Background: an optimization exercise with open tools, aiming at small area, a short achievable clock period and few clock cycles. Do not read the settings as production practice.
RTL that was checked went through simulation tests only; none was proved equivalent to the original.
Function not checked in runs 5 to 7: the RTL went through the layout flow alone.
Power is estimated from default activity; no workload was simulated.

--- design/flow/flow/run.sh ---
#!/bin/bash
# The standard layout (the standard.sh, unchanged synthesis), with a timing
# repair target below the clock period, port buffers that are plain buffers,
# and cell sizing not held to the same footprint.
set -euo pipefail
bash standard.sh synth > synth.log 2>&1
bash standard.sh SETUP_SLACK_MARGIN=6.7 MATCH_CELL_FOOTPRINT=0 \
    "BUFFER_PORTS_ARGS=-buffer_cell sky130_fd_sc_hd__buf_1" finish > layout.log 2>&1
--- design/flow/standard.sh ---
#!/bin/bash
# synth_recipe.tcl (not shown) runs the flow's synth.tcl, then flattens the netlist and writes it again
# the make line also repeats each setting of config.mk as NAME=value (left out here)
make -C /OpenROAD-flow-scripts/flow DESIGN_CONFIG=/design/flow/config.mk WORK_HOME=/design/flow/orfs CLKGATE_MAP_FILE= SYNTH_SCRIPT=/design/flow/synth_recipe.tcl "${@:-finish}"
--- design/flow/config.mk ---
export PLATFORM = sky130hd
export DESIGN_NAME = rk_gpio
export DESIGN_NICKNAME = rk_gpio
export VERILOG_FILES = /design/flow/design.v
export SDC_FILE = /design/flow/constraint.sdc
export NUM_CORES = 8
export LEC_CHECK = 0
export CAP_MARGIN = 20
export CORE_MARGIN = 2
export CORE_UTILIZATION = 55
export CTS_BUF_LIST = sky130_fd_sc_hd__clkbuf_16
export CTS_CLUSTER_DIAMETER = 100
export CTS_CLUSTER_SIZE = 20
export SLEW_MARGIN = 20
--- design/flow/constraint.sdc ---
create_clock -name core_clock -period 10.0 [get_ports {clk}]
set_input_delay 2.0000 -clock core_clock [delete_from_list [all_inputs] [get_ports {clk}]]
set_output_delay 2.0000 -clock core_clock [all_outputs]
set_load 0.01 [all_outputs]
--- design/flow/design.v ---
module rk_gpio (
    input              clk,
    input              rst,
    input              cmd_valid,
    output             cmd_ready,
    input      [31:0]  cmd_desc,
    input      [31:0]  cmd_data,
    output             rsp_valid,
    output     [2:0]   rsp_status,
    output     [31:0]  rsp_data,
    output             disp_valid,
    output     [7:0]   disp_irq,
    output             disp_exit,
    input      [63:0]  pad_in,
    output     [63:0]  pad_out,
    output     [63:0]  pad_oe,
    output     [63:0]  pull_en,
    output     [1:0]   bank_irq
);
    localparam ST_OK = 3'd0, ST_RANGE = 3'd1, ST_TRIG = 3'd2, ST_PULL = 3'd3,
               ST_MALFORMED = 3'd5, ST_INVREG = 3'd6, ST_GATED = 3'd7;
    wire [7:0]  op  = cmd_desc[31:24];
    wire [3:0]  fa  = cmd_desc[23:20];
    wire [3:0]  fz  = cmd_desc[19:16];
    wire [15:0] pin = cmd_desc[15:0];
    wire [7:0]  fb  = cmd_desc[15:8];
    wire [7:0]  fr  = cmd_desc[7:0];
    wire o_rd   = (op == 8'h01), o_wr  = (op == 8'h02), o_sb  = (op == 8'h03);
    wire o_wm   = (op == 8'h04) | (op == 8'h05);
    wire o_sdir = (op == 8'h10), o_slev = (op == 8'h11), o_glev = (op == 8'h12);
    wire o_pull = (op == 8'h13), o_trig = (op == 8'h14), o_req  = (op == 8'h15);
    wire o_toirq = (op == 8'h16);
    wire o_ien  = (op == 8'h20), o_idis = (op == 8'h21), o_iack = (op == 8'h22);
    wire o_wake = (op == 8'h23);
    wire o_dmx  = (op == 8'h30), o_susp = (op == 8'h40), o_res  = (op == 8'h41);
    wire o_reg  = o_rd | o_wr | o_sb;
    wire o_pin  = o_sdir | o_slev | o_glev | o_pull | o_trig | o_req | o_toirq |
                  o_ien | o_idis | o_iack | o_wake;
    wire known  = o_reg | o_wm | o_pin | o_dmx | o_susp | o_res;
    wire flag_a = o_sb | o_sdir | o_slev | o_wake;
    wire code_a = o_pull | o_trig | o_wm;
    wire hi_nz  = |pin[15:6];                             
    wire b_bad  = |fb[7:1];                               
    wire r_bad  = (|fr[7:4]) | (fr[3] & (|fr[2:0]));      
    wire z_ok   = (fz == 4'd0);
    wire a0     = (fa == 4'd0);
    wire a01    = ~(|fa[3:1]);
    wire p_ok   = z_ok & ~hi_nz;
    wire mal1 = ~known;
    wire mal2 = ~z_ok | (flag_a & ~a01) | (~flag_a & ~code_a & ~a0) | (o_wm & (fa >= 4'd3));
    wire mal3 = (o_dmx & (|fr)) | ((o_susp | o_res) & (|pin));
    wire inv  = (o_reg & (b_bad | r_bad)) | o_wm | (o_dmx & b_bad);
    wire rng  = o_pin & hi_nz;
    wire pul  = o_pull & (fa != 4'd0) & (fa != 4'd3);
    wire trg  = o_trig & (fa > 4'd4);
    wire a_rdok = o_rd & z_ok & a0 & ~b_bad;
    wire a_wrok = ((o_wr & a0) | (o_sb & a01)) & z_ok & ~b_bad;
    wire a_reg  = (a_rdok | a_wrok) & ~r_bad;
    wire a_sdir = o_sdir & p_ok & a01;
    wire a_slev = o_slev & p_ok & a01;
    wire a_glev = o_glev & p_ok & a0;
    wire a_pull = o_pull & p_ok & ((fa == 4'd0) | (fa == 4'd3));
    wire a_trig = o_trig & p_ok & (fa <= 4'd4);
    wire a_toirq = o_toirq & p_ok & a0;
    wire a_ien  = (o_ien | o_idis) & p_ok & a0;
    wire a_iack = o_iack & p_ok & a0;
    wire a_wake = o_wake & p_ok & a01;
    wire a_dmx  = o_dmx & z_ok & a0 & (fr == 8'd0) & ~b_bad;
    wire a_susp = o_susp & z_ok & a0 & (pin == 16'd0);
    wire a_res  = o_res & z_ok & a0 & (pin == 16'd0);
    wire [31:0] a_pm = 32'd1 << pin[4:0];
    reg        ready_q;          
    reg        v_q;              
    reg [1:0]  v_b;              
    reg        c_mal1, c_mal2, c_mal3, c_inv, c_rng, c_pul, c_trg;
    reg        c_rgok;           
    reg        c_pgok;           
    reg [7:0]  c_rd;             
    reg [8:0]  c_w;              
    reg        c_wall;           
    reg        c_glev, c_toirq, c_dmx, c_susp, c_res;
    reg        c_bank;
    reg        c_v, c_vity, c_vipl, c_vtm, c_cm;
    reg [31:0] dm;               
    wire        ld;              
    always @(posedge clk) begin
        if (ld) begin
            c_mal1  <= mal1;
            c_mal2  <= mal2;
            c_mal3  <= mal3;
            c_inv   <= inv;
            c_rng   <= rng;
            c_pul   <= pul;
            c_trg   <= trg;
            c_rgok  <= a_reg;
            c_pgok  <= a_sdir | a_slev | a_glev | a_pull | a_trig | a_ien | a_iack;
            c_rd    <= {8{a_rdok}} & {fr == 8'd8, fr == 8'd6, fr == 8'd5, fr == 8'd4,
                                      fr == 8'd3, fr == 8'd2, fr == 8'd1, fr == 8'd0};
            c_w     <= {a_wake, a_trig,
                        (a_wrok & (fr == 8'd7)) | a_iack,
                        (a_wrok & (fr == 8'd8)) | a_pull,
                        (a_wrok & (fr == 8'd5)) | a_trig,
                        (a_wrok & (fr == 8'd4)) | a_trig,
                        (a_wrok & (fr == 8'd3)) | a_ien,
                        (a_wrok & (fr == 8'd1)) | a_slev,
                        (a_wrok & (fr == 8'd0)) | a_sdir | a_trig};
            c_wall  <= o_wr;
            c_glev  <= a_glev;
            c_toirq <= a_toirq;
            c_dmx   <= a_dmx;
            c_susp  <= a_susp;
            c_res   <= a_res;
            c_bank  <= o_pin ? pin[5] : fb[0];
            c_v     <= ~o_trig & (o_ien | (~o_idis & fa[0]));    
            c_vity  <= o_reg ? fa[0] : (fa[2] | fa[1]);
            c_vipl  <= o_reg ? fa[0] : (fa[1] ^ fa[0]);
            c_vtm   <= fa[2];
            c_cm    <= o_wr | fa[0] | o_iack;
            dm      <= o_reg ? cmd_data : o_toirq ? {25'd0, 1'b1, pin[5:0]} : a_pm;
        end
    end
    reg [63:0] dir, dr, inten, inttype, intpol, pull, tmask, wake, saved, latch;
    reg [1:0]  clk_on;
    reg [63:0] env_q;            
    reg [63:0] s_prev;           
    reg [1:0]  sup;              
    reg        eng_act;          
    reg        eng_acked;
    reg        rsp_v;
    reg [2:0]  rsp_st;
    reg [31:0] rsp_d;            
    reg        dsp_v, dsp_x;
    reg [5:0]  dsp_i;            
    reg [1:0]  birq_q;
    wire [63:0] pad = (dir & dr) | (~dir & env_q);
    wire [63:0] s   = ~(pad ^ intpol);
    wire [63:0] con = {{32{clk_on[1] & ~sup[1]}}, {32{clk_on[0] & ~sup[0]}}};
    wire [63:0] lte = latch | (con & inten & inttype & ~s_prev & s);
    wire [63:0] isr = inten & ((inttype & lte) | (~inttype & s));
    wire go    = v_q & ~eng_act;
    wire bon   = c_bank ? clk_on[1] : clk_on[0];       
    wire gchk  = c_rgok | c_pgok | c_dmx;
    wire gated = (gchk & ~bon) | (c_susp & ~(&clk_on));
    wire [2:0] ex_st = (c_mal1 | c_mal2 | c_mal3) ? ST_MALFORMED : c_inv ? ST_INVREG :
                       c_rng ? ST_RANGE : c_pul ? ST_PULL : c_trg ? ST_TRIG :
                       gated ? ST_GATED : ST_OK;
    wire x_dmx = go & c_dmx & bon;
    wire        rq = rst;
    wire [31:0] md    = {32{c_wall | rq}} | dm;                   
    wire [31:0] ce    = ({32{c_cm}} & dm) | {32{rq}};             
    wire [31:0] V_sh  = {32{~rq}} & (c_wall ? dm : {32{c_v}});
    wire [31:0] V_ity = {32{~rq}} & (c_wall ? dm : {32{c_vity}});
    wire        dbank = eng_act ? dsp_i[5] : c_bank;
    wire [31:0] b_isr = c_bank ? isr[63:32] : isr[31:0];
    wire [31:0] ilr_s = dbank ? inttype[63:32] : inttype[31:0];
    reg  [31:0] below;
    integer k;
    always @* for (k = 0; k < 32; k = k + 1) below[k] = (k < dsp_i[4:0]);
    wire [31:0] cand   = eng_act ? (rsp_d & below) : b_isr;
    wire        dmx_go = x_dmx | eng_act;
    wire [31:0] t_any [0:5];
    wire [31:0] t_mul [0:5];
    wire [31:0] t_ex  [0:5];
    wire [4:0]  t_ix  [0:5][0:31];
    genvar g, h;
    generate
        for (h = 0; h < 32; h = h + 1) begin : leaf
            assign t_any[0][h] = cand[h];
            assign t_mul[0][h] = 1'b0;
            assign t_ex[0][h]  = ilr_s[h];
            assign t_ix[0][h]  = 5'd0;
        end
        for (g = 1; g <= 5; g = g + 1) begin : lvl
            for (h = 0; h < (32 >> g); h = h + 1) begin : node
                wire aH = t_any[g-1][2*h+1], aL = t_any[g-1][2*h];
                assign t_any[g][h] = aH | aL;
                assign t_mul[g][h] = t_mul[g-1][2*h+1] | t_mul[g-1][2*h] | (aH & aL);
                assign t_ex[g][h]  = aH ? t_ex[g-1][2*h+1] : t_ex[g-1][2*h];
                assign t_ix[g][h]  = aH ? (t_ix[g-1][2*h+1] | (5'd1 << (g-1))) : t_ix[g-1][2*h];
            end
            for (h = (32 >> g); h < 32; h = h + 1) begin : pad0
                assign t_any[g][h] = 1'b0;
                assign t_mul[g][h] = 1'b0;
                assign t_ex[g][h]  = 1'b0;
                assign t_ix[g][h]  = 5'd0;
            end
        end
    endgenerate
    wire       any   = t_any[5][0];
    wire       multi = t_mul[5][0];
    wire [4:0] top   = t_ix[5][0];
    wire       top_x = t_ex[5][0];
    wire [1:0] bsel = {c_bank & clk_on[1], ~c_bank & clk_on[0]};
    wire [1:0] r_dir = {2{c_rd[0]}} & bsel;
    wire [1:0] r_dr  = {2{c_rd[1]}} & bsel;
    wire [1:0] r_pad = {2{c_rd[2]}} & bsel;
    wire [1:0] r_ien = {2{c_rd[3]}} & bsel;
    wire [1:0] r_ity = {2{c_rd[4]}} & bsel;
    wire [1:0] r_ipl = {2{c_rd[5]}} & bsel;
    wire [1:0] r_isr = {2{c_rd[6] | c_dmx}} & bsel;
    wire [1:0] r_pul = {2{c_rd[7]}} & bsel;
    wire [1:0] r_lev = {2{c_glev}} & bsel;
    reg  [31:0] rval;
    reg         glev;
    integer j;
    always @* begin
        rval = 32'd0;
        glev = 1'b0;
        for (j = 0; j < 2; j = j + 1) begin
            rval = rval | ({32{r_dir[j]}} & dir[j*32 +: 32]) | ({32{r_dr[j]}} & dr[j*32 +: 32]) |
                          ({32{r_pad[j]}} & pad[j*32 +: 32]) | ({32{r_ien[j]}} & inten[j*32 +: 32]) |
                          ({32{r_ity[j]}} & inttype[j*32 +: 32]) | ({32{r_ipl[j]}} & intpol[j*32 +: 32]) |
                          ({32{r_isr[j]}} & isr[j*32 +: 32]) | ({32{r_pul[j]}} & pull[j*32 +: 32]);
            glev = glev | (r_lev[j] & (|(pad[j*32 +: 32] & dm)));
        end
    end
    wire [31:0] ex_d = rval | ({32{c_toirq}} & dm) | {31'd0, glev};
    wire [63:0] n_dir, n_dr, n_inten, n_inttype, n_intpol, n_pull, n_tmask,
                n_wake, n_saved, n_latch;
    wire [1:0]  n_clk_on, n_sup;
    generate
        for (g = 0; g < 2; g = g + 1) begin : gb
            wire sel   = v_b[g] & ~eng_act;
            wire gsel  = sel & clk_on[g];                 
            wire w_dir = (gsel & c_w[0]) | rq;
            wire w_dr  = (gsel & c_w[1]) | rq;
            wire w_ien = (gsel & c_w[2]) | rq;
            wire w_ity = (gsel & c_w[3]) | rq;
            wire w_ipl = (gsel & c_w[4]) | rq;
            wire w_pul = (gsel & c_w[5]) | rq;
            wire w_clr = (gsel & c_w[6]) | rq;
            wire w_tm  = (gsel & c_w[7]) | rq;
            wire w_wk  = (sel  & c_w[8]) | rq;
            wire susp  = go & c_susp & clk_on[g];
            wire res   = go & c_res;
            wire dmx   = x_dmx & (c_bank == g);
            wire [31:0] q_dir = dir[g*32 +: 32],   q_dr  = dr[g*32 +: 32];
            wire [31:0] q_ien = inten[g*32 +: 32], q_ity = inttype[g*32 +: 32];
            wire [31:0] q_ipl = intpol[g*32 +: 32], q_pul = pull[g*32 +: 32];
            wire [31:0] q_tm  = tmask[g*32 +: 32], q_wk  = wake[g*32 +: 32];
            wire [31:0] q_sv  = saved[g*32 +: 32], q_lte = lte[g*32 +: 32];
            wire [31:0] q_pad = pad[g*32 +: 32],   q_isr = isr[g*32 +: 32];
            wire [31:0] q_env = env_q[g*32 +: 32];
            wire [31:0] m_dir = {32{w_dir}} & md;
            wire [31:0] m_dr  = {32{w_dr}}  & md;
            wire [31:0] m_ien = {32{w_ien}} & md;
            wire [31:0] m_ity = {32{w_ity}} & md;
            wire [31:0] m_ipl = {32{w_ipl}} & md;
            wire [31:0] m_pul = {32{w_pul}} & md;
            wire [31:0] m_tm  = {32{w_tm}}  & md;
            wire [31:0] m_wk  = {32{w_wk}}  & md;
            wire [31:0] m_dmx = {32{dmx}} & q_isr & q_tm;
            wire [31:0] clr   = {32{w_clr}} & ce;
            wire [31:0] V_ipl = {32{~rq}} & (c_wall ? dm : c_vtm ? ~q_env : {32{c_vipl}});
            wire [31:0] d_icm = (m_ipl & V_ipl) | (~m_ipl & q_ipl);
            assign n_dir[g*32 +: 32]     = (m_dir & V_sh)  | (~m_dir & q_dir);
            assign n_dr[g*32 +: 32]      = (m_dr  & V_sh)  | (~m_dr  & q_dr);
            assign n_inttype[g*32 +: 32] = (m_ity & V_ity) | (~m_ity & q_ity);
            assign n_intpol[g*32 +: 32]  = (m_dmx & ~q_pad) | (~m_dmx & d_icm);
            assign n_pull[g*32 +: 32]    = (m_pul & V_sh)  | (~m_pul & q_pul);
            assign n_tmask[g*32 +: 32]   = (m_tm & {32{c_vtm & ~rq}}) | (~m_tm & q_tm);
            assign n_wake[g*32 +: 32]    = (m_wk & V_sh) | (~m_wk & q_wk);
            assign n_inten[g*32 +: 32]   = susp ? q_wk :
                                           res  ? (q_sv | (q_isr & q_wk)) :
                                                  ((m_ien & V_sh) | (~m_ien & q_ien));
            assign n_saved[g*32 +: 32]   = (susp | rq) ? (q_ien & {32{~rq}}) : q_sv;
            assign n_latch[g*32 +: 32]   = ~clr & q_lte;
            assign n_clk_on[g] = rq | res | (susp ? (|q_wk) : clk_on[g]);
            assign n_sup[g]    = dmx;
        end
    endgenerate
    wire v_n   = ready_q ? cmd_valid : (v_q & ~go);
    wire bank_n = ld ? (o_pin ? pin[5] : fb[0]) : c_bank;
    wire eng_n = dmx_go & multi;
    assign ld  = ~(eng_act & v_q);
    always @(posedge clk) begin
        env_q  <= pad_in;
        s_prev <= s;
        birq_q <= rst ? 2'b00 : {|isr[63:32], |isr[31:0]};
        dir <= n_dir;  dr <= n_dr;  inten <= n_inten;  inttype <= n_inttype;
        intpol <= n_intpol;  pull <= n_pull;  tmask <= n_tmask;  wake <= n_wake;
        saved <= n_saved;  latch <= n_latch;  clk_on <= n_clk_on;  sup <= n_sup;
        rsp_st <= eng_act ? ST_OK : ex_st;
        if (!eng_act)
            rsp_d  <= ex_d;
        dsp_x  <= top_x & ~(eng_act & eng_acked);
        dsp_i  <= {dbank, top};
        eng_acked <= (eng_act & eng_acked) | top_x;
        if (rst) begin
            ready_q <= 1'b1;
            v_q     <= 1'b0;
            v_b     <= 2'b00;
            eng_act <= 1'b0;
            rsp_v   <= 1'b0;
            dsp_v   <= 1'b0;
        end else begin
            v_q     <= v_n;
            v_b     <= {v_n & bank_n, v_n & ~bank_n};
            eng_act <= eng_n;
            ready_q <= ~(eng_n & v_n);
            rsp_v   <= (go & ~(x_dmx & multi)) | (eng_act & ~multi);
            dsp_v   <= dmx_go & any;
        end
    end
    assign cmd_ready  = ready_q;
    assign rsp_valid  = rsp_v;
    assign rsp_status = rsp_st;
    assign rsp_data   = rsp_d;
    assign disp_valid = dsp_v;
    assign disp_irq   = {2'b01, dsp_i};
    assign disp_exit  = dsp_x;
    assign pad_out    = dr;
    assign pad_oe     = dir;
    assign pull_en    = pull;
    assign bank_irq   = birq_q;
endmodule
==> flow_summary.ini, run 1 <==
[sta]
setup_tns_ns = 0
maxSlewViolCount = 0
fmax_ghz = 0.287
rsz0062_at_grt = true
fin_crit_ns = 3.49
fin_crit_sh_pct = 34.9
worst_slew_pin_slew_ns = 1.36
setup_viol = 0
slew_headroom_pct = 9.61
hold_viol = 0
clock_skew_ns = 0.0560
setup_ws_ns = 6.51

[route]
viasPerCell = 7.50
ant_nets = 0
dr_total_vias = 44500
first_pass_iters = 10
detail_route.iter0.violations = 8598
wl_per_cell_um = 36.9
post-route-drc-count = 0
routed_wl_um = 219000

[logic_synthesis]
synth_compound_area_share_pct = 20.7
syn_avg_cell_area_um2 = 10.0
synth_nets = 4548
synth_top_area_share_pct = 45.9
synth_area_mm2 = 0.0443
muxShareOfSynthArea_pct = 2.33
synthTopCellsByCount = 677 x edfxtp_1, 609 x nor2_1, 435 x o21ai_0
synth_top_family_by_area = compound AO/OA/AOI/OAI gates
synth_xor_area_share_pct = 1.28
synth_most_common_cell = edfxtp_1
yosysSeqAreaShare_pct = 55.7
yosysTopAreaCell = edfxtp_1
ys_top_cells_by_area = edfxtp_1 46%, dfxtp_1 9.8%, nor2_1 5.2%
ys_ff_latch = 894
synthArstFlopShare_pct = 0
yosys_warnings = 1
syn_inst = 4415
synth-edff-count = 677
synthAdderAreaFrac_pct = 0.0790
ys.flop_type = edfxtp_1
synthDistinctLibCells = 96
synthSimpleGateAreaFrac_pct = 16.3

[worst_hold_path]
min_path_type = reg2reg

[cells_and_area]
drive_above_1_share_pct = 16.9
syn_to_final_growth_pct = 17.4
num-nets-final = 4948

[floorplanning]
dieArea_mm2 = 0.0829
rows = 104
num_io_pins = 372
die_height_um = 288
core_mm2 = 0.0802
die_x_um = 288
start_util_pct = 55.3

[power_and_ir_drop]
leakage_uw = 0.0186
p_int_uw = 5640
p_sw_share_pct = 29.9
p_per_area_mw_per_mm2 = 155
p_sw_uw = 2410
p_clk_share_pct = 28.7
vdd_drop_max_mv = 0.168
seqPwrFrac_pct = 54.9
power_frac_comb_pct = 16.5

[global_route]
grt_usage_pct = 51.0
grt_pass1_vias = 39900
grt_max_degree = 143
antenna_found_initial = 15
grt_pass1_wl_um = 296000
grt-ovfl-total = 0

[cts]
htreeDepth = 2
numCtsBuffers = 51
clkTransAtPathRegs_ns = 0.10
cts_tree = yes
clock-sinks = 894
clock_path_buffers = 3
holdBufCountCts = 0
cts_root_buffer = clkbuf_16
clock_latency_ns = 0.70

[worst_setup_path]
worstRegToRegCells = 8
worstSetupEndpoint = pad_out[12]
end_kind = primary output
cp.required_ns = 8.00
path_class = reg2out
startpoint_type = register
worst-path-max-fanout = 3
r2r-end = birq_q[0]
cp_data_arrival_time_ns = 1.49
ff2ff_setup_slack_ns = 6.60

[placed_design]
gp_congestion = 1.05
pre_cts_slack_ns = 5.02
port_buffers = 369
dp_hpwl_um = 137000

[status]
status = timing/DRC/antenna clean

[job]
cap_violations = 0
-- power groups by stage --
stage | sequential (uW) | clock [uW] | combinational [uW]
3_5_place_dp | 4490 | 0 | 1050
3_3_place_gp | 4490 | 0 | 1030
6_report | 4420 | 2310 | 1330
5_1_grt | 4430 | 2380 | 1360
2_1_floorplan | 4410 | 0 | 636
4_1_cts | 4400 | 2270 | 1150
-- metrics by stage --
| stage | util (%) | cell area [um2] | instances | power (uW) | hold slack, ns |
|---|---|---|---|---|---|
| after floorplan | - | 44900 | 4415 | 5050 | 0.411 |
| after global placement | 58.7 | 47100 | 5589 | 5530 | 0.438 |
| after detailed placement | 58.8 | 47100 | 5590 | 5540 | 0.435 |
| after CTS | 62.8 | 50300 | 5801 | 7820 | 0.404 |
| after global routing | 64.9 | 52000 | 5920 | 8170 | 0.439 |
| final | 64.9 | 52000 | 5931 | 8050 | 0.408 |
-- placed cells by master (no fill, tap or decap), drive strengths merged, types with 23 or more instances in the layout --
master / n
nor2b: 101
nand2: 228
a222oi: 29
nand3: 113
or2: 36
nor2: 610
dfxtp: 217
a21bo: 23
edfxtp: 677
a221oi: 53
a21oi: 366
mux2i: 25
and2: 32
a41oi: 31
clkbuf: 92
o21ai: 443
nor3: 104
xnor2: 62
nor4: 36
o22ai: 48
inv: 114
a21o: 40
and3: 52
a22o: 32
mux2: 65
nand4: 116
buf: 652
a22oi: 165
-- kinds of logic after synthesis --
| kind of cell | Yosys count |
|---|---|
| simple gates | 1506 |
| compound gates | 1430 |
| flops | 894 |
| buf+inv | 425 |
| mux | 91 |
| xor+xnor | 64 |
| fa+ha+maj | 3 |
| other cells | 2 |
-- worst max-delay path, stage by stage, from the launching register on --
cell and delay, ns:
edfxtp_1 0.49, buf_12 0.19, buf_6 0.11
-- metal layers --
metal | part of all wire [%] | global-route usage [%]
met1 | 33 | 63.7
met2 | 39 | 69.1
met3 | 18 | 23.5
met4 | 9.2 | 36.5
met5 | 0.050 | 0.581
-- worst min path at each step --
| stage | startpoint | depth (start not counted) | endpoint | slack [ns] |
|---|---|---|---|---|
| global placement | eng_acked | 1 | eng_acked | 0.44 |
| floorplan | eng_acked | 1 | dsp_x | 0.41 |
| global route | eng_acked | 1 | dsp_x | 0.44 |
| detailed placement | eng_acked | 1 | dsp_x | 0.43 |
| finish | eng_acked | 1 | dsp_x | 0.41 |
| CTS | eng_acked | 1 | dsp_x | 0.40 |
-- repair_timing --
| item | CTS | global route |
|---|---|---|
| pin swaps | 21 | 42 |
| resized for setup | 170 | 200 |
| endpoints found under the setup margin | 1242 | 202 |
| cloned | 5 | 2 |
| setup buffers | 110 | 114 |
-- cell type report --
| cell class | instances | area [um2] |
|---|---|---|
| inverter | 76 | 298 |
| clock inverter | 44 | 225 |
| timing repair buffer | 692 | 4560 |
| fill | 6700 | 28100 |
| tap | 1060 | 1330 |
| antenna | 13 | 32.5 |
| clock buffer | 52 | 1300 |
| sequential | 894 | 24700 |
| multi-input combinational | 3100 | 19600 |
Testbench counts, summed over its fixed seeds: cycles 5,593.
==> run 2: changes to the inputs <==
--- a/design/flow/config.mk
+++ b/design/flow/config.mk
@@ -9,3 +9,3 @@
 export CORE_MARGIN = 2
-export CORE_UTILIZATION = 55
+export CORE_UTILIZATION = 50
 export CTS_BUF_LIST = sky130_fd_sc_hd__clkbuf_16
==> run 2 against run 1 <==
Effect of this change:
- synthesized cell count unchanged
- global-route usage down 4.5 points
- non-clock buffer count up 9
- final cell count up 1.8%
- critical path depth down 1
- still clean
- flip-flop and latch count unchanged
- highest routed layer unchanged
- maximum frequency up 1.0%
- clock power down 2%
- critical path type unchanged
==> flow_summary.ini, run 2 <==
[status]
status = timing/DRC/antenna clean

[sta]
worst_slew_pin_slew_ns = 1.26
fin_crit_ns = 3.45
hold_viol = 0
fin_crit_sh_pct = 34.5
setup_tns_ns = 0
rsz0062_at_grt = true
hold-worst-slack_ns = 0.434
slew_headroom_pct = 15.3
maxSlewViolCount = 0
clock_skew_ns = 0.0488
fmax_ghz = 0.290
setup_viol = 0

[cts]
cts_root_buffer = clkbuf_16
numCtsBuffers = 51
clkTransAtPathRegs_ns = 0.09
holdBufCountCts = 0
clock-sinks = 894
cts_tree = yes
htreeDepth = 2
clock_path_buffers = 3
clock_latency_ns = 0.71

[logic_synthesis]
synthDistinctLibCells = 96
synthAdderAreaFrac_pct = 0.0790
ys.flop_type = edfxtp_1
synthTopCellsByCount = 677 x edfxtp_1, 609 x nor2_1, 435 x o21ai_0
synth_area_mm2 = 0.0443
yosys_warnings = 1
synth_xor_area_share_pct = 1.28
yosysTopAreaCell = edfxtp_1
synthSimpleGateAreaFrac_pct = 16.3
synth_most_common_cell = edfxtp_1
syn_inst = 4415
syn_avg_cell_area_um2 = 10.0
synth_top_area_share_pct = 45.9
muxShareOfSynthArea_pct = 2.33
synth-edff-count = 677
yosysSeqAreaShare_pct = 55.7
synth_compound_area_share_pct = 20.7
synth_top_family_by_area = compound AO/OA/AOI/OAI gates
ys_ff_latch = 894
ys_top_cells_by_area = edfxtp_1 46%, dfxtp_1 9.8%, nor2_1 5.2%
synthArstFlopShare_pct = 0
synth_nets = 4548

[worst_setup_path]
cp_data_arrival_time_ns = 1.45
timing.critical_path.buf_inv = 1
path_class = reg2out
worst-path-max-fanout = 2
end_kind = primary output
cp_slowest_cell = edfxtp_1
crit_family = flip-flops
cp_slowest_stage_delay_ns = 0.54
crit_chain = clkbuf_2
cp.required_ns = 8.00
startpoint_type = register

[global_route]
grt_usage_pct = 46.4
grt-ovfl-total = 0
grt_pass1_vias = 39400
antenna_found_initial = 20
grt_pass1_wl_um = 298000
grt_max_degree = 104

[power_and_ir_drop]
leakage_uw = 0.0186
p_per_area_mw_per_mm2 = 154
vdd_drop_max_mv = 0.145

[floorplanning]
start_util_pct = 50.3
num_io_pins = 372
die_x_um = 302
rows = 109
die_height_um = 302
core_mm2 = 0.0881
dieArea_mm2 = 0.0911

[route]
wl_per_cell_um = 36.5
routed_wl_um = 220000
ant_nets = 0
detail_route.iter0.violations = 7712
post-route-drc-count = 0
dr_total_vias = 43700
first_pass_iters = 8
viasPerCell = 7.24

[placed_design]
gp_congestion = 1.03
port_buffers = 369
place_area_mm2 = 0.0473
dp_hpwl_um = 141000

[cells_and_area]
final_cell_mix = 677 x edfxtp_1, 561 x nor2_1, 391 x o21ai_0
num-nets-final = 4958
final_util_pct = 59.1
mostFrequentLayoutCell = edfxtp_1
drive_above_1_share_pct = 17.4
design_area_mm2 = 0.0520
syn_to_final_growth_pct = 17.4

[job]
cap_violations = 0

[worst_hold_path]
min_path_type = reg2reg
run 2: cell count changes in the layout (fill, tap and decap cells not counted), sizes merged:
cell	delta
buf	-10
or2	+1
clkinvlp	-2
bufinv	-1
clkbuf	+18
inv	+3
diode	-5
run 2: layout make-up:
cell class / count / area [um2]
fillers: 7905 / 36100
flip-flops and latches: 894 / 24700
multi-input cells: 3101 / 19600
repair buffers: 701 / 4470
well taps: 1165 / 1460
clock buffers: 51 / 1280
inverters: 76 / 289
clock inverters: 44 / 203
diodes: 8 / 20.0
run 2: metrics by stage:
| step | total power (uW) | setup WS [ns] | instances |
|---|---|---|---|
| after CTS | 7830 | 6.58 | 5917 |
| after global routing | 8150 | 6.56 | 6033 |
| final | 8010 | 6.55 | 6040 |
| after global placement | 5550 | 5.21 | 5695 |
| after floorplan | 5050 | 6.35 | 4415 |
| after detailed placement | 5560 | 5.13 | 5697 |
run 2: kinds of logic (layout without fill, tap and decap cells):
logic type	Yosys count	after routing
and+or+nand+nor	1506	1510
xor gates and xnor gates	64	64
DFF	894	894
other	2	10
buffers and inverters	425	872
adders and majority gates	3	3
AOI/OAI and AO/OA	1430	1431
muxes	91	91
run 2: where the power goes:
part	total [uW]	internal (uW)	switching, uW
Sequential	4410	4210	195
Combinational	1320	439	884
Clock	2270	939	1340
run 2: path summary, 6_finish.rpt:
kind	slack, ns	depth (start not counted)	startpoint	to
max	6.55	1	rsp_d[15]	rsp_data[15]
min	0.43	1	eng_acked	dsp_x
max reg2reg	6.62	12	dsp_i[3]	rsp_v
min reg2reg	0.43	1	eng_acked	dsp_x
run 2: repair_timing:
item / in CTS / in global routing
cloned: 7 / 3
setup buffers: 118 / 112
pin swaps: 20 / 41
resized for setup: 189 / 171
endpoints found under the setup margin: 808 / 222
run 2: metal layers:
layer	GRT usage (%)	up-vias	share of wire, %
met2	66.2	4034	41
met4	30.2	28	8.2
met5	0	-	0.087
met3	16.1	950	16
met1	59.9	21200	35
li1	-	17500	-
==> run 3: changes to the inputs <==
--- a/design/flow/flow/run.sh
+++ b/design/flow/flow/run.sh
@@ -6,3 +6,3 @@
 bash standard.sh synth > synth.log 2>&1
-bash standard.sh SETUP_SLACK_MARGIN=6.7 MATCH_CELL_FOOTPRINT=0 \
+bash standard.sh SETUP_SLACK_MARGIN=6.8 MATCH_CELL_FOOTPRINT=0 \
     "BUFFER_PORTS_ARGS=-buffer_cell sky130_fd_sc_hd__buf_1" finish > layout.log 2>&1
==> run 3 against run 2 <==
Effect of this change:
- sequential power about the same
- critical path depth did not move
- final area up 2.5%
- power up 0.64%
- first-iteration DRC count is 13% higher
- final cell count increased by 2.1%
- die area unchanged
- clock power about the same
- sequential share of layout area decreased by 1.1 points
- clock skew down 0.0012 ns
- worst hold slack better by 0.022 ns
- largest power group unchanged
- highest routed layer unchanged
==> flow_summary.ini, run 3 <==
[status]
status = timing/DRC/antenna clean

[floorplanning]
start_util_pct = 50.3
rows = 109
num_io_pins = 372
die_height_um = 302
dieArea_mm2 = 0.0911
die_x_um = 302
core_mm2 = 0.0881

[worst_setup_path]
cp_slowest_cell = edfxtp_1
cp_data_arrival_time_ns = 1.45
startpoint_type = register
worst-path-max-fanout = 2
timing.critical_path.buf_inv = 1
end_kind = primary output
crit_chain = buf_1
cp_slowest_stage_delay_ns = 0.56
cp.required_ns = 8.00
path_class = reg2out
crit_family = flip-flops

[sta]
clock_skew_ns = 0.0476
maxSlewViolCount = 0
fin_crit_ns = 3.45
setup_tns_ns = 0
fin_crit_sh_pct = 34.5
fmax_ghz = 0.290
hold_viol = 0
worst_slew_pin_slew_ns = 1.23
rsz0062_at_grt = true
setup_viol = 0
slew_headroom_pct = 16.9

[route]
detail_route.iter0.violations = 8687
first_pass_iters = 7
ant_nets = 0
post-route-drc-count = 0
dr_total_vias = 44800
routed_wl_um = 226000
viasPerCell = 7.26
wl_per_cell_um = 36.7

[logic_synthesis]
syn_avg_cell_area_um2 = 10.0
synthArstFlopShare_pct = 0
yosysSeqAreaShare_pct = 55.7
synth-edff-count = 677
ys.flop_type = edfxtp_1
ys_top_cells_by_area = edfxtp_1 46%, dfxtp_1 9.8%, nor2_1 5.2%
synth_area_mm2 = 0.0443
synthDistinctLibCells = 96
synthTopCellsByCount = 677 x edfxtp_1, 609 x nor2_1, 435 x o21ai_0
syn_inst = 4415
synth_top_area_share_pct = 45.9
synth_most_common_cell = edfxtp_1
yosys_warnings = 1
ys_ff_latch = 894
yosysTopAreaCell = edfxtp_1
synth_nets = 4548

[cts]
clock-sinks = 894
cts_root_buffer = clkbuf_16
clock_latency_ns = 0.69
htreeDepth = 2
numCtsBuffers = 51
holdBufCountCts = 0
clkTransAtPathRegs_ns = 0.10
clock_path_buffers = 3
cts_tree = yes

[global_route]
antenna_found_initial = 14
grt_pass1_wl_um = 305000
grt-ovfl-total = 0
grt_max_degree = 73
grt_pass1_vias = 40600
grt_usage_pct = 47.8

[worst_hold_path]
min_path_type = reg2reg

[power_and_ir_drop]
p_int_uw = 5630
p_per_area_mw_per_mm2 = 151
leakage_uw = 0.0197
vdd_drop_max_mv = 0.151
p_sw_share_pct = 30.2
p_clk_share_pct = 28.2
power_frac_comb_pct = 17.1
p_sw_uw = 2430
seqPwrFrac_pct = 54.7

[placed_design]
port_buffers = 369
dp_hpwl_um = 141000
place_area_mm2 = 0.0475
gp_congestion = 1.08

[cells_and_area]
syn_to_final_growth_pct = 20.3
design_area_mm2 = 0.0534
num-nets-final = 5085
final_cell_mix = 677 x edfxtp_1, 561 x nor2_1, 414 x buf_4
mostFrequentLayoutCell = edfxtp_1
drive_above_1_share_pct = 22.8

[job]
cap_violations = 0
[run 3: cell counts after synthesis]
Identical to the previous run, type by type.
[run 3: area by class of cell]
class | instances | area, um2
diodes | 12 | 30.0
well taps | 1165 | 1460
clock buffers | 51 | 1280
flip-flops and latches | 894 | 24700
inverters | 76 | 285
repair buffers | 829 | 5630
clock inverters | 42 | 184
fillers | 7670 | 34700
multi-input cells | 3100 | 19800
[run 3: metal layers]
metal,share of wire [%],wire length [um],vias up,track usage (%)
li1,-,-,17700,-
met3,17,39100,1165,19.0
met4,9.2,20900,12,34.3
met5,0.050,113,-,0
met2,40,89500,4505,66.1
met1,34,76600,21400,60.7
[run 3: cells by family (layout without fill, tap and decap cells)]
family | Yosys count | after routing | synth area share [%]
fa+ha+maj | 3 | 3 | 0.0790
xor+xnor | 64 | 64 | 1.28
mux | 91 | 91 | 2.33
simple gates | 1506 | 1509 | 16.3
compound gates | 1430 | 1431 | 20.7
other cells | 2 | 14 | 0.0169
buf+inv | 425 | 998 | 3.69
flops | 894 | 894 | 55.7
[run 3: metrics by stage]
| step | setup slack [ns] | std cells | hold slack, ns | power [uW] | util [%] |
|---|---|---|---|---|---|
| detailed placement | 5.37 | 5705 | 0.434 | 5560 | 53.9 |
| global placement | 5.37 | 5703 | 0.420 | 5550 | 53.9 |
| global route | 6.52 | 6157 | 0.464 | 8200 | 60.5 |
| finish | 6.55 | 6169 | 0.456 | 8060 | 60.6 |
| CTS | 6.61 | 6057 | 0.440 | 7860 | 58.9 |
| floorplan | 6.35 | 4415 | 0.411 | 5060 | - |
[run 3: path summary, 6_finish.rpt]
kind | start | end | slack (ns) | cells after the start
setup / recovery | rsp_d[12] | rsp_data[12] | 6.55 | 1
hold / removal | eng_acked | dsp_x | 0.46 | 1
setup reg to reg | register | eng_act | 6.55 | 10
hold reg to reg | eng_acked | dsp_x | 0.46 | 1
[run 3: what timing repair did]
item                       4_1_cts  5_1_grt
setup buffers                  254       97
setup endpoints to repair     1149      400
resized for setup              317      227
cloned                           5        3
pin swaps                       29       40
[run 3: power groups by stage]
stage	sequential, uW	combinational, uW	clock, uW
after global placement	4490	1060	0
after detailed placement	4490	1070	0
after CTS	4390	1230	2240
after floorplan	4410	651	0
after global routing	4420	1410	2370
final	4410	1380	2270
==> run 4: changes to the inputs <==
--- a/design/flow/flow/run.sh
+++ b/design/flow/flow/run.sh
@@ -6,3 +6,3 @@
 bash standard.sh synth > synth.log 2>&1
-bash standard.sh SETUP_SLACK_MARGIN=6.8 MATCH_CELL_FOOTPRINT=0 \
+bash standard.sh SETUP_SLACK_MARGIN=6.6 MATCH_CELL_FOOTPRINT=0 \
     "BUFFER_PORTS_ARGS=-buffer_cell sky130_fd_sc_hd__buf_1" finish > layout.log 2>&1
--- a/design/flow/config.mk
+++ b/design/flow/config.mk
@@ -9,3 +9,3 @@
 export CORE_MARGIN = 2
-export CORE_UTILIZATION = 50
+export CORE_UTILIZATION = 55
 export CTS_BUF_LIST = sky130_fd_sc_hd__clkbuf_16
==> run 4 against run 3 <==
Effect of this change:
- still clean on timing, DRC and antenna
- core utilization rose by 1.7 points
- global-route usage rose by 4.0 points
- final area down 6.4%
- critical path type is now reg2reg
==> flow_summary.ini, run 4 <==
[status]
status = timing/DRC/antenna clean

[placed_design]
gp_congestion = 1.06
dp_hpwl_um = 135000
placed_cells = 5580
port_buffers = 369

[worst_hold_path]
holdCritStartpoint = eng_acked
min_path_type = reg2reg
hold_depth = 1
holdPathEnd = dsp_x

[sta]
slew_headroom_pct = 14.1
fin_crit_ns = 3.70
hold_viol = 0
maxSlewViolCount = 0
clock_skew_ns = 0.0470
fin_crit_sh_pct = 37.0
setup_tns_ns = 0
setup_viol = 0
worst_slew_pin_slew_ns = 1.29
rsz0062_at_grt = true
fmax_ghz = 0.270

[power_and_ir_drop]
power_frac_comb_pct = 15.6
p_sw_uw = 2380
vdd_drop_max_mv = 0.120
p_total_uw = 7910
p_int_uw = 5520
p_sw_share_pct = 30.1
seqPwrFrac_pct = 56.0
p_per_area_mw_per_mm2 = 158
p_clk_share_pct = 28.4
leakage_uw = 0.0174

[logic_synthesis]
syn_avg_cell_area_um2 = 10.0
ys_ff_latch = 894
synth_area_mm2 = 0.0443
synth-edff-count = 677
synthDistinctLibCells = 96
yosysSeqAreaShare_pct = 55.7
synth_nets = 4548
ys.flop_type = edfxtp_1
yosys_warnings = 1
synthTopCellsByCount = 677 x edfxtp_1, 609 x nor2_1, 435 x o21ai_0
synth_top_area_share_pct = 45.9
synthArstFlopShare_pct = 0
synth_most_common_cell = edfxtp_1
ys_top_cells_by_area = edfxtp_1 46%, dfxtp_1 9.8%, nor2_1 5.2%
syn_inst = 4415
yosysTopAreaCell = edfxtp_1

[floorplanning]
num_io_pins = 372
dieArea_mm2 = 0.0829
start_util_pct = 55.3
die_x_um = 288
die_height_um = 288
rows = 104
core_mm2 = 0.0802

[route]
ant_nets = 0
viasPerCell = 7.68
first_pass_iters = 10
dr_total_vias = 44400
detail_route.iter0.violations = 9360
post-route-drc-count = 0
wl_per_cell_um = 38.5
routed_wl_um = 222000

[worst_setup_path]
startpoint_type = register
worstRegToRegCells = 7
cp.required_ns = 10.39
r2r-end = rsp_d[0]
cp_data_arrival_time_ns = 4.09
path_class = reg2reg
worst-path-max-fanout = 9
ff2ff_setup_slack_ns = 6.30
end_kind = register
cp-startpoint = dm[27]
reg2reg_from = dm[27]

[global_route]
antenna_found_initial = 19
grt-ovfl-total = 0
grt_pass1_vias = 39400
grt_max_degree = 86
grt_usage_pct = 51.8
grt_pass1_wl_um = 300000

[cts]
clock-sinks = 894
cts_tree = yes
clkTransAtPathRegs_ns = 0.10
htreeDepth = 2
holdBufCountCts = 0
cts_root_buffer = clkbuf_16
numCtsBuffers = 50
clock_latency_ns = 0.70
clock_path_buffers = 3

[cells_and_area]
syn_to_final_growth_pct = 12.6
final_cells = 5783
mostFrequentLayoutCell = edfxtp_1
final_cell_mix = 677 x edfxtp_1, 566 x nor2_1, 424 x o21ai_0
num-nets-final = 4799
drive_above_1_share_pct = 12.3

[job]
cap_violations = 0
==> run 4: cell types whose count changed in the layout (fill, tap and decap cells not counted), moves of 22 or more <==
cell      change
buf_6        -36
clkbuf_2    -160
o21ai_2      -22
o21ai_0      +36
nor2_2       +28
buf_4       -259
buf_1       +191
nor2_4       -33
a21oi_1      +24
==> run 4: area by class of cell <==
class	count	area, um2
antenna	16	40.0
clock buffer	51	1280
clock inverter	42	168
fill	6994	30200
inverter	76	288
multi-input combinational	3098	19200
sequential	894	24700
tap	1060	1330
timing repair buffer	546	2950
==> run 4: logic make-up (layout without fill, tap and decap cells) <==
| logic type | after synthesis | count (layout) | synth area share [%] |
|---|---|---|---|
| flip-flops | 894 | 894 | 55.7 |
| adder cells (fa/ha/maj) | 3 | 3 | 0.0790 |
| AND/OR/NAND/NOR | 1506 | 1508 | 16.3 |
| XOR/XNOR | 64 | 64 | 1.28 |
| multiplexers | 91 | 91 | 2.33 |
| AO/OA/AOI/OAI | 1430 | 1430 | 20.7 |
| other | 2 | 18 | 0.0169 |
| buffers and inverters | 425 | 715 | 3.69 |
==> run 4: worst max-delay path by stage <==
stage,endpoint,slack [ns]
after floorplan,dm[4],6.35
after global placement,register,5.05
after detailed placement,register,5.01
after CTS,eng_act,6.44
after global routing,eng_act,6.49
final,rsp_d[0],6.30
==> run 4: critical path, cell delays in order (launching register included) <==
cell and delay, ns:
edfxtp_1 0.90, a22o_1 0.43, a221oi_1 1.00, nand3_1 0.16, nor4_1 0.42, o22ai_1 0.14, nand2_1 0.23, o211ai_1 0.14
==> run 4: per-stage QoR <==
stage               area, um2  hold WS (ns)  utilization, %  setup WS (ns)
floorplan               44600         0.411               -           6.35
global placement        46800         0.428            58.4           5.05
detailed placement      46800         0.427            58.4           5.01
CTS                     48900         0.440            61.0           6.44
global route            49900         0.474            62.2           6.49
finish                  49900         0.443            62.3           6.30
==> run 4: power by group through the flow <==
stage                     logic, uW  clock network (uW)  registers, uW
after floorplan                 623                   0           4410
after global placement         1030                   0           4500
after detailed placement       1040                   0           4500
after CTS                      1100                2210           4410
after global routing           1250                2320           4440
final                          1230                2250           4430
==> run 4: repair_timing <==
item                       4_1_cts  5_1_grt
setup endpoints to repair      909      138
pin swaps                        5       29
gates cloned                     4        0
gates resized for setup         88      101
setup buffers                   24       64
==> run 4: layer usage <==
metal | track usage (%) | vias to the layer above | wire [um]
met5 | 2.38 | - | 465
met4 | 36.0 | 26 | 20000
met3 | 23.5 | 1319 | 41700
met2 | 70.0 | 4833 | 87600
met1 | 65.4 | 21100 | 72700
li1 | - | 17100 | -
==> run 5: changes to the inputs <==
--- a/design/flow/design.v
+++ b/design/flow/design.v
@@ -126,2 +126,3 @@
     reg [1:0]  sup;              
+    reg        rst_q;            
     reg        eng_act;          
@@ -147,3 +148,3 @@
     wire x_dmx = go & c_dmx & bon;
-    wire        rq = rst;
+    wire        rq = rst_q;
     wire [31:0] md    = {32{c_wall | rq}} | dm;                   
@@ -278,5 +279,6 @@
         s_prev <= s;
-        birq_q <= rst ? 2'b00 : {|isr[63:32], |isr[31:0]};
-        dir <= n_dir;  dr <= n_dr;  inten <= n_inten;  inttype <= n_inttype;
-        intpol <= n_intpol;  pull <= n_pull;  tmask <= n_tmask;  wake <= n_wake;
+        rst_q  <= rst;
+        birq_q <= (rst | rst_q) ? 2'b00 : {|isr[63:32], |isr[31:0]};
+        inten <= n_inten;  inttype <= n_inttype;
+        intpol <= n_intpol;  tmask <= n_tmask;  wake <= n_wake;
         saved <= n_saved;  latch <= n_latch;  clk_on <= n_clk_on;  sup <= n_sup;
@@ -303,2 +305,9 @@
         end
+    end
+    always @(posedge clk or posedge rst) begin
+        if (rst) begin
+            dir <= 64'd0;  dr <= 64'd0;  pull <= 64'd0;
+        end else begin
+            dir <= n_dir;  dr <= n_dr;  pull <= n_pull;
+        end
     end
--- a/design/flow/flow/run.sh
+++ b/design/flow/flow/run.sh
@@ -6,3 +6,3 @@
 bash standard.sh synth > synth.log 2>&1
-bash standard.sh SETUP_SLACK_MARGIN=6.6 MATCH_CELL_FOOTPRINT=0 \
+bash standard.sh SETUP_SLACK_MARGIN=6.7 MATCH_CELL_FOOTPRINT=0 \
     "BUFFER_PORTS_ARGS=-buffer_cell sky130_fd_sc_hd__buf_1" finish > layout.log 2>&1
==> run 5 against run 4 <==
Effect of this change:
- now fails the layout checks on max-capacitance violations, max-slew violations
- sequential share of layout area is 2.9 points lower
- worst hold slack improved by 0.033 ns
- final area increased by 2.4%
- largest cell class unchanged
- highest routed layer unchanged
- via count is 1.7% higher
==> flow_summary.ini, run 5 <==
[sta]
fin_crit_ns = 3.46
setup_tns_ns = 0
fin_crit_sh_pct = 34.6
clock_skew_ns = 0.0411
hold_viol = 0
setup_viol = 0
slew_headroom_pct = -0.787
fmax_ghz = 0.289
maxSlewViolCount = 16
worst_slew_pin_slew_ns = 1.51
rsz0062_at_grt = true

[cts]
cts_tree = yes
clock_path_buffers = 3
clock-sinks = 895
clock_latency_ns = 0.68
numCtsBuffers = 51
clkTransAtPathRegs_ns = 0.10
cts_root_buffer = clkbuf_16
htreeDepth = 2
holdBufCountCts = 0

[cells_and_area]
drive_above_1_share_pct = 13.2
nFillCells = 6993
syn_to_final_growth_pct = 12.2
num-nets-final = 4974
mostFrequentLayoutCell = o21ai_0
final_cell_mix = 543 x o21ai_0, 485 x edfxtp_1, 369 x nor2_1

[logic_synthesis]
syn_inst = 4619
synth_top_area_share_pct = 32.0
synthDistinctLibCells = 111
yosys_warnings = 1
synth_nets = 4752
synth_area_mm2 = 0.0456
synthTopCellsByCount = 562 x o21ai_0, 485 x edfxtp_1, 390 x nor2_1
ys_ff_latch = 895
ys_top_cells_by_area = edfxtp_1 32%, dfrtp_1 11%, dfxtp_1 9.6%
syn_avg_cell_area_um2 = 9.86
synth-edff-count = 485
synthArstFlopShare_pct = 21.5
ys.flop_type = edfxtp_1
yosysTopAreaCell = edfxtp_1
synth_most_common_cell = o21ai_0
yosysSeqAreaShare_pct = 52.1

[worst_setup_path]
crit_chain = buf_12 -> nor2b_2 -> and3_2 -> buf_6 -> buf_4 -> or2_4 -> buf_4
path_class = reg2reg
crit_path_frequent_cell = buf_4
cp_data_arrival_time_ns = 3.78
cp_slowest_cell = buf_4
worst-path-max-fanout = 45
cp_slowest_stage_delay_ns = 0.48
end_kind = register
startpoint_type = register
cp.required_ns = 10.31

[floorplanning]
rows = 105
die_height_um = 292
dieArea_mm2 = 0.0852
num_io_pins = 372
core_mm2 = 0.0821
start_util_pct = 55.5
die_x_um = 292

[power_and_ir_drop]
p_total_uw = 8150
vdd_drop_max_mv = 0.176
p_per_area_mw_per_mm2 = 159
leakage_uw = 0.0187

[route]
post-route-drc-count = 0
ant_nets = 0
detail_route.iter0.violations = 8510
first_pass_iters = 11
routed_wl_um = 219000
dr_total_vias = 45200
viasPerCell = 7.57
wl_per_cell_um = 36.7

[placed_design]
gp_congestion = 1.04
dp_hpwl_um = 141000
port_buffers = 369

[global_route]
grt_pass1_wl_um = 301000
antenna_found_initial = 16
grt_pass1_vias = 41300
grt_usage_pct = 49.3
grt-ovfl-total = 0
grt_max_degree = 99

[status]
status = failed layout checks
violations = max-capacitance violations, max-slew violations

[job]
cap_violations = 1

[worst_hold_path]
min_path_type = reg2reg
## run 5: changes by cell type in the layout (fill, tap and decap cells not counted), sizes merged, moves of 44 or more
cell    before  now
nor3       104   42
a21oi      365  321
o31ai       12  201
nor4        36  100
nor2       609  393
dfrtp        0  192
o21ai      443  577
edfxtp     677  485
## run 5: cell type report
class	count	area, um2	share of cell area, %
timing repair inverter	1	5.00	0.00979
timing repair buffer	586	3280	6.42
clock buffer	53	1330	2.60
sequential	895	23800	46.6
clock inverter	42	180	0.353
inverter	116	444	0.869
antenna	12	30.0	0.0588
multi-input combinational	3190	20700	40.5
tap	1070	1340	2.62
## run 5: cells by family (layout without fill, tap and decap cells)
logic type / after synthesis / after routing / share of synthesized area, %
simple gates: 1226 / 1232 / 13.6
flops: 895 / 895 / 52.1
xor+xnor: 64 / 64 / 1.25
compound gates: 1780 / 1782 / 25.7
buf+inv: 542 / 798 / 4.62
mux: 106 / 106 / 2.61
other cells: 2 / 14 / 0.0165
fa+ha+maj: 4 / 4 / 0.102
## run 5: routing by layer
layer | global-route usage [%] | wire length (um)
met5 | 0 | 169
met4 | 33.3 | 18500
met3 | 17.2 | 36600
met2 | 69.5 | 88800
met1 | 63.7 | 74600
## run 5: where the power goes
group	internal (uW)	switching (uW)	leakage [uW]	total, uW
Clock	966	1320	0.000872	2280
Sequential	4150	269	0.00929	4420
Combinational	468	980	0.00859	1450
Total	5580	2570	0.0187	8150
## run 5: per-stage QoR
step / std cells / setup WS, ns / area, um2 / hold WS (ns) / utilization, %
floorplan: 4619 / 4.64 / 45800 / 0.423 / -
global route: 5954 / 6.60 / 51100 / 0.484 / 62.2
finish: 5965 / 6.54 / 51100 / 0.477 / 62.2
CTS: 5909 / 6.63 / 50400 / 0.459 / 61.4
global placement: 5754 / 5.62 / 48000 / 0.441 / 58.5
detailed placement: 5756 / 5.59 / 48100 / 0.450 / 58.6
## run 5: path summary, 6_finish.rpt
path,from,to,slack [ns],cells past startpoint
max in group asynchronous,rst,async pin,7.03,4
hold / removal,eng_acked,dsp_x,0.48,1
min in group asynchronous,rst,async pin,1.89,3
setup reg to reg,eng_act,saved[62],6.54,7
hold reg to reg,eng_acked,dsp_x,0.48,1
setup / recovery,eng_act,saved[62],6.54,7
## run 5: timing repair
action                     CTS  global route
resized for setup          107            85
setup endpoints to repair  473           267
cloned                       5             4
buffers inserted            53            38
pin swaps                    4            21
## run 5: critical path: cells and delay by family (launching register included)
| kind | cells | cell delay, ns |
|---|---|---|
| flops | 1 | 0.35 |
| buf+inv | 4 | 1.53 |
| simple gates | 3 | 1.16 |
==> run 6: changes to the inputs <==
--- a/design/flow/config.mk
+++ b/design/flow/config.mk
@@ -7,3 +7,3 @@
 export LEC_CHECK = 0
-export CAP_MARGIN = 20
+export CAP_MARGIN = 30
 export CORE_MARGIN = 2
@@ -13,2 +13,2 @@
 export CTS_CLUSTER_SIZE = 20
-export SLEW_MARGIN = 20
+export SLEW_MARGIN = 30
==> run 6 against run 5 <==
Effect of this change:
- now clean on timing, DRC and antenna
- critical path depth stayed put
- clock-buffer cell count unchanged
- register-to-register slack lost 0.02 ns
- core utilization increased by 0.12 points
- wire length is 0.13% lower
- final area increased by 0.19%
- worst setup slack worse by 0.015 ns
- flip-flop and latch count did not move
- first-iteration DRC count shrank 3.0%
- power is 0.33% lower
- critical path type unchanged
- largest power group unchanged
==> flow_summary.ini, run 6 <==
[status]
status = timing/DRC/antenna clean

[placed_design]
placed_cells = 5760
pre_cts_slack_ns = 5.58
dp_hpwl_um = 142000
port_buffers = 369
place_area_mm2 = 0.0482
gp_congestion = 1.04

[route]
first_pass_iters = 10
dr_total_vias = 45400
post-route-drc-count = 0
ant_nets = 0
wl_per_cell_um = 36.6
detail_route.iter0.violations = 8255
viasPerCell = 7.61
routed_wl_um = 218000

[worst_setup_path]
path_class = reg2reg
worstRegToRegCells = 7
end_kind = register
worst-path-max-fanout = 22
startpoint_type = register
cp_data_arrival_time_ns = 4.02
cp.required_ns = 10.54

[logic_synthesis]
synth_nets = 4752
ys.flop_type = edfxtp_1
yosysSeqAreaShare_pct = 52.1
yosys_warnings = 1
synthDistinctLibCells = 111
syn_avg_cell_area_um2 = 9.86
synth_most_common_cell = o21ai_0
syn_inst = 4619
synthArstFlopShare_pct = 21.5
ys_top_cells_by_area = edfxtp_1 32%, dfrtp_1 11%, dfxtp_1 9.6%
synth_area_mm2 = 0.0456
synthTopCellsByCount = 562 x o21ai_0, 485 x edfxtp_1, 390 x nor2_1
ys_ff_latch = 895
yosysTopAreaCell = edfxtp_1
synth_top_area_share_pct = 32.0
synth-edff-count = 485

[global_route]
gr-usage-met3_pct = 17.3
antenna_found_initial = 20
grt_usage_pct = 49.5
grt_pass1_wl_um = 303000
grt_max_degree = 99
met1_usage_pct = 63.9
grt.busiest_layer = met2
grt-ovfl-total = 0
grt_use_met2_pct = 70.1
grt_pass1_vias = 41500

[floorplanning]
core_mm2 = 0.0821
die_x_um = 292
num_io_pins = 372
rows = 105
start_util_pct = 55.5
dieArea_mm2 = 0.0852
die_height_um = 292

[cells_and_area]
final_cell_mix = 543 x o21ai_0, 485 x edfxtp_1, 371 x nor2_1
syn_to_final_growth_pct = 12.4
final_cells = 5969
num-nets-final = 4979
nFillCells = 6928
design_area_mm2 = 0.0512
drive_above_1_share_pct = 13.1
mostFrequentLayoutCell = o21ai_0

[cts]
holdBufCountCts = 0
clock_latency_ns = 0.68
clkTransAtPathRegs_ns = 0.09
clock-sinks = 895
cts_root_buffer = clkbuf_16
cts_tree = yes
numCtsBuffers = 50
htreeDepth = 2
clock_path_buffers = 3

[sta]
rsz0062_at_grt = true
fmax_ghz = 0.287
maxSlewViolCount = 0
setup_ws_ns = 6.52
worst_slew_pin_slew_ns = 1.17
setup_viol = 0
setup_tns_ns = 0
hold_viol = 0
slew_headroom_pct = 21.9
clock_skew_ns = 0.0320
fin_crit_sh_pct = 34.8
fin_crit_ns = 3.48

[worst_hold_path]
min_path_type = reg2reg
hold_depth = 1

[job]
cap_violations = 0

[power_and_ir_drop]
p_per_area_mw_per_mm2 = 159
leakage_uw = 0.0188
vdd_drop_max_mv = 0.135
## run 6: layout make-up
| type | count | area, um2 | area share, % |
|---|---|---|---|
| Clock inverter | 40 | 153 | 0.298 |
| Tap cell | 1070 | 1340 | 2.61 |
| Inverter | 116 | 442 | 0.863 |
| Clock buffer | 53 | 1330 | 2.59 |
| Multi-Input combinational cell | 3189 | 20700 | 40.4 |
| Antenna cell | 12 | 30.0 | 0.0587 |
| Timing Repair Buffer | 593 | 3430 | 6.69 |
| Timing Repair inverter | 1 | 7.51 | 0.0147 |
| Sequential cell | 895 | 23800 | 46.5 |
## run 6: path summary, 6_finish.rpt
| kind | startpoint | slack, ns | to |
|---|---|---|---|
| max in group asynchronous | rst | 7.03 | async pin |
| min in group asynchronous | rst | 1.86 | async pin |
| worst min-delay path | eng_acked | 0.45 | dsp_x |
| worst min register to register | eng_acked | 0.45 | dsp_x |
| worst max-delay path | eng_act | 6.52 | register |
| worst max register to register | eng_act | 6.52 | register |
## run 6: repair_timing
item                                   CTS  global route
gates cloned                             7             2
endpoints found under the hold margin    0             0
setup buffers                           49            43
setup endpoints to repair              400           194
pin swaps                                3            18
resized for setup                       93            90
## run 6: report_power, final
group	switching, uW	internal [uW]	total, uW	leakage, uW
combinational	977	470	1450	0.00863
sequential	268	4150	4410	0.00929
clock	1300	960	2260	0.000865
total	2540	5580	8120	0.0188
## run 6: layer usage
metal | vias up | wire length (um)
met1 | 21700 | 75000
met5 | - | 129
met3 | 1129 | 36000
li1 | 18100 | -
met2 | 4477 | 88600
met4 | 22 | 18700
## run 6: stage by stage
step           hold slack [ns]  utilization (%)  power, uW
6_report                 0.452             62.4       8120
5_1_grt                  0.478             62.3       8290
4_1_cts                  0.448             61.4       7960
3_5_place_dp             0.435             58.7       5770
3_3_place_gp             0.441             58.5       5740
2_1_floorplan            0.423                -       5160
## run 6: kinds of logic (layout without fill, tap and decap cells)
| logic type | Yosys count | in the layout | synth area share (%) |
|---|---|---|---|
| buf+inv | 542 | 803 | 4.62 |
| xor+xnor | 64 | 64 | 1.25 |
| mux | 106 | 106 | 2.61 |
| simple gates | 1226 | 1233 | 13.6 |
| fa+ha+maj | 4 | 4 | 0.102 |
| other cells | 2 | 14 | 0.0165 |
| flops | 895 | 895 | 52.1 |
| compound gates | 1780 | 1780 | 25.7 |
## run 6: worst max-delay path: stages, from the launching register on
cell and delay, ns:
dfxtp_2 0.38, inv_2 0.47, buf_6 0.44, and3_2 0.55, and3b_4 0.59, buf_4 0.50
and3_1 0.23, mux2_2 0.14
==> run 7: changes to the inputs <==
--- a/design/flow/design.v
+++ b/design/flow/design.v
@@ -153,2 +153,4 @@
     wire [31:0] V_ity = {32{~rq}} & (c_wall ? dm : {32{c_vity}});
+    wire [31:0] md_o  = {32{c_wall | rst}} | dm;
+    wire [31:0] V_o   = {32{~rst}} & (c_wall ? dm : {32{c_v}});
     wire        dbank = eng_act ? dsp_i[5] : c_bank;
@@ -225,4 +227,4 @@
             wire gsel  = sel & clk_on[g];                 
-            wire w_dir = (gsel & c_w[0]) | rq;
-            wire w_dr  = (gsel & c_w[1]) | rq;
+            wire w_dir = (gsel & c_w[0]) | rst;
+            wire w_dr  = (gsel & c_w[1]) | rst;
             wire w_ien = (gsel & c_w[2]) | rq;
@@ -230,3 +232,3 @@
             wire w_ipl = (gsel & c_w[4]) | rq;
-            wire w_pul = (gsel & c_w[5]) | rq;
+            wire w_pul = (gsel & c_w[5]) | rst;
             wire w_clr = (gsel & c_w[6]) | rq;
@@ -244,4 +246,4 @@
             wire [31:0] q_env = env_q[g*32 +: 32];
-            wire [31:0] m_dir = {32{w_dir}} & md;
-            wire [31:0] m_dr  = {32{w_dr}}  & md;
+            wire [31:0] m_dir = {32{w_dir}} & md_o;
+            wire [31:0] m_dr  = {32{w_dr}}  & md_o;
             wire [31:0] m_ien = {32{w_ien}} & md;
@@ -249,3 +251,3 @@
             wire [31:0] m_ipl = {32{w_ipl}} & md;
-            wire [31:0] m_pul = {32{w_pul}} & md;
+            wire [31:0] m_pul = {32{w_pul}} & md_o;
             wire [31:0] m_tm  = {32{w_tm}}  & md;
@@ -256,7 +258,7 @@
             wire [31:0] d_icm = (m_ipl & V_ipl) | (~m_ipl & q_ipl);
-            assign n_dir[g*32 +: 32]     = (m_dir & V_sh)  | (~m_dir & q_dir);
-            assign n_dr[g*32 +: 32]      = (m_dr  & V_sh)  | (~m_dr  & q_dr);
+            assign n_dir[g*32 +: 32]     = (m_dir & V_o)   | (~m_dir & q_dir);
+            assign n_dr[g*32 +: 32]      = (m_dr  & V_o)   | (~m_dr  & q_dr);
             assign n_inttype[g*32 +: 32] = (m_ity & V_ity) | (~m_ity & q_ity);
             assign n_intpol[g*32 +: 32]  = (m_dmx & ~q_pad) | (~m_dmx & d_icm);
-            assign n_pull[g*32 +: 32]    = (m_pul & V_sh)  | (~m_pul & q_pul);
+            assign n_pull[g*32 +: 32]    = (m_pul & V_o)   | (~m_pul & q_pul);
             assign n_tmask[g*32 +: 32]   = (m_tm & {32{c_vtm & ~rq}}) | (~m_tm & q_tm);
@@ -281,4 +283,4 @@
         birq_q <= (rst | rst_q) ? 2'b00 : {|isr[63:32], |isr[31:0]};
-        inten <= n_inten;  inttype <= n_inttype;
-        intpol <= n_intpol;  tmask <= n_tmask;  wake <= n_wake;
+        dir <= n_dir;  dr <= n_dr;  inten <= n_inten;  inttype <= n_inttype;
+        intpol <= n_intpol;  pull <= n_pull;  tmask <= n_tmask;  wake <= n_wake;
         saved <= n_saved;  latch <= n_latch;  clk_on <= n_clk_on;  sup <= n_sup;
@@ -305,9 +307,2 @@
         end
-    end
-    always @(posedge clk or posedge rst) begin
-        if (rst) begin
-            dir <= 64'd0;  dr <= 64'd0;  pull <= 64'd0;
-        end else begin
-            dir <= n_dir;  dr <= n_dr;  pull <= n_pull;
-        end
     end
--- a/design/flow/config.mk
+++ b/design/flow/config.mk
@@ -7,3 +7,3 @@
 export LEC_CHECK = 0
-export CAP_MARGIN = 30
+export CAP_MARGIN = 20
 export CORE_MARGIN = 2
@@ -13,2 +13,2 @@
 export CTS_CLUSTER_SIZE = 20
-export SLEW_MARGIN = 30
+export SLEW_MARGIN = 20
==> run 7 against run 6 <==
Effect of this change:
- sequential power increased by 0.9%
- clock power about the same
- maximum frequency shrank 1.8%
- clock skew grew 0.0061 ns
- non-clock buffer count grew 125
- area after synthesis fell by 0.76%
- first-iteration DRC count rose by 28%
- via count up 6.3%
- wire length is 16% higher
==> flow_summary.ini, run 7 <==
[logic_synthesis]
yosys_warnings = 1
synth_most_common_cell = nor2_1
synthArstFlopShare_pct = 0
muxShareOfSynthArea_pct = 2.45
synth_top_family_by_area = compound AO/OA/AOI/OAI gates
synth_nets = 4702
syn_inst = 4569
ys_top_cells_by_area = edfxtp_1 45%, dfxtp_1 9.7%, nor2_1 5.9%
synth-edff-count = 677
syn_avg_cell_area_um2 = 9.90
synth_area_mm2 = 0.0452
synthAdderAreaFrac_pct = 0.0553
synth_compound_area_share_pct = 21.3
synth_top_area_share_pct = 45.0
synth_xor_area_share_pct = 1.24

[cts]
clkTransAtPathRegs_ns = 0.09
cts_tree = yes
htreeDepth = 2
clock_path_buffers = 3
clock-sinks = 895
numCtsBuffers = 50
clock_latency_ns = 0.69

[sta]
rsz0062_at_grt = true
setup_viol = 0
clock_skew_ns = 0.0381
setup_tns_ns = 0
worst_slew_pin_slew_ns = 1.35
fin_crit_ns = 3.54
fmax_ghz = 0.282
maxSlewViolCount = 0
fin_crit_sh_pct = 35.4

[floorplanning]
core_mm2 = 0.0817
start_util_pct = 55.3
dieArea_mm2 = 0.0845
die_x_um = 291
die_height_um = 291
rows = 105
num_io_pins = 372

[route]
detail_route.iter0.violations = 10500
first_pass_iters = 14
routed_wl_um = 252000
ant_nets = 0

[placed_design]
placed_cells = 5797
port_buffers = 369

[worst_setup_path]
cp-startpoint = c_vtm
cp_slowest_stage_delay_ns = 0.78
cp_slowest_cell = nor2_4
reg2reg_from = c_vtm
path_class = reg2reg
ff2ff_setup_slack_ns = 6.46
end_kind = register
worstRegToRegCells = 6
cp.required_ns = 10.43
crit_chain = nor2b_1 -> nor2_4 -> buf_4 -> o21ai_0 -> nand4b_1 -> nand2_1

[cells_and_area]
syn_to_final_growth_pct = 15.6
multiInputGateArea_mm2 = 0.0197
nFillCells = 6872
num-nets-final = 5142
final_cells = 6158
mostFrequentLayoutCell = nor2_1
drive_above_1_share_pct = 14.9

[worst_hold_path]
holdPathEnd = dsp_x
min_path_type = reg2reg
hold_depth = 1

[status]
status = timing/DRC/antenna clean

[job]
cap_violations = 0

[power_and_ir_drop]
vdd_drop_max_mv = 0.153
p_per_area_mw_per_mm2 = 155

[global_route]
grt_usage_pct = 57.1
antenna_found_initial = 32
grt_max_degree = 73
run 7: changes by cell type in the layout (fill, tap and decap cells not counted), sizes merged, moves of 30 or more:
cell,change
o21ai,-180
nor4,-62
o31ai,-186
dfrtp,-192
a22oi,-30
edfxtp,+192
nor2,+312
buf,+95
nand2,+91
a21oi,+101
run 7: worst max path at each step:
stage	end	slack (ns)	cells after the start
5_1_grt	pad_out[26]	6.58	1
3_5_place_dp	register	5.16	5
2_1_floorplan	dm[4]	6.35	8
6_report	register	6.46	6
4_1_cts	pad_out[26]	6.63	1
3_3_place_gp	register	5.26	5
run 7: final cells by class:
class	instances	share of cell area [%]
Sequential cell	895	47.3
Multi-Input combinational cell	3225	37.7
Timing Repair Buffer	718	8.56
Tap cell	1070	2.56
Clock buffer	50	2.39
Inverter	119	0.862
Clock inverter	43	0.402
Antenna cell	38	0.182
run 7: what timing repair did:
| item | in CTS | in global routing |
|---|---|---|
| hold buffers | 0 | 0 |
| setup endpoints to repair | 549 | 257 |
| cloned | 5 | 2 |
| gates resized for setup | 171 | 96 |
| buffers inserted | 163 | 60 |
| pin swaps | 13 | 16 |
| endpoints found under the hold margin | 0 | 0 |
run 7: where the power goes:
group,internal (uW),switching [uW]
combinational,415,972
sequential,4220,231
clock,943,1340
total,5580,2550
run 7: stage by stage:
step                power, uW  hold WS, ns  cell area (um2)  utilization (%)  worst slack [ns]
floorplan                5050        0.401            45300                -              6.35
global placement         5630        0.438            47900             58.6              5.26
detailed placement       5640        0.431            47900             58.6              5.16
CTS                      7880        0.435            51200             62.7              6.63
global route             8170        0.458            52200             63.9              6.58
finish                   8120        0.445            52300             64.0              6.46
run 7: kinds of logic (layout without fill, tap and decap cells):
family / after synthesis / count (layout)
multiplexers: 103 / 103
AND/OR/NAND/NOR: 1568 / 1572
other: 2 / 40
XOR/XNOR: 64 / 64
buffers and inverters: 453 / 930
flip-flops: 895 / 895
adder cells (fa/ha/maj): 2 / 2
AO/OA/AOI/OAI: 1482 / 1482
run 7: layer usage:
layer	vias to the layer above	GRT usage, %	share of wire (%)
li1	18100	-	-
met1	22900	69.3	33
met2	5754	71.4	36
met3	1541	38.4	21
met4	62	36.4	8.7
met5	-	11.9	0.82
run 7: critical path, delay by kind of cell (launching register included):
kind,cells,cell delay [ns]
simple gates,4,1.39
flops,1,0.72
compound gates,1,0.63
buf+inv,1,0.53

Re-timed with assumed drivers on the ports (clkbuf_16 on the clock, buf_2 on other inputs), run 7 has 6.456 ns of setup slack against 6.456 ns with ideal ports, and 6.009 ns once port delays also move by the mid clock arrival of 0.750 ns.
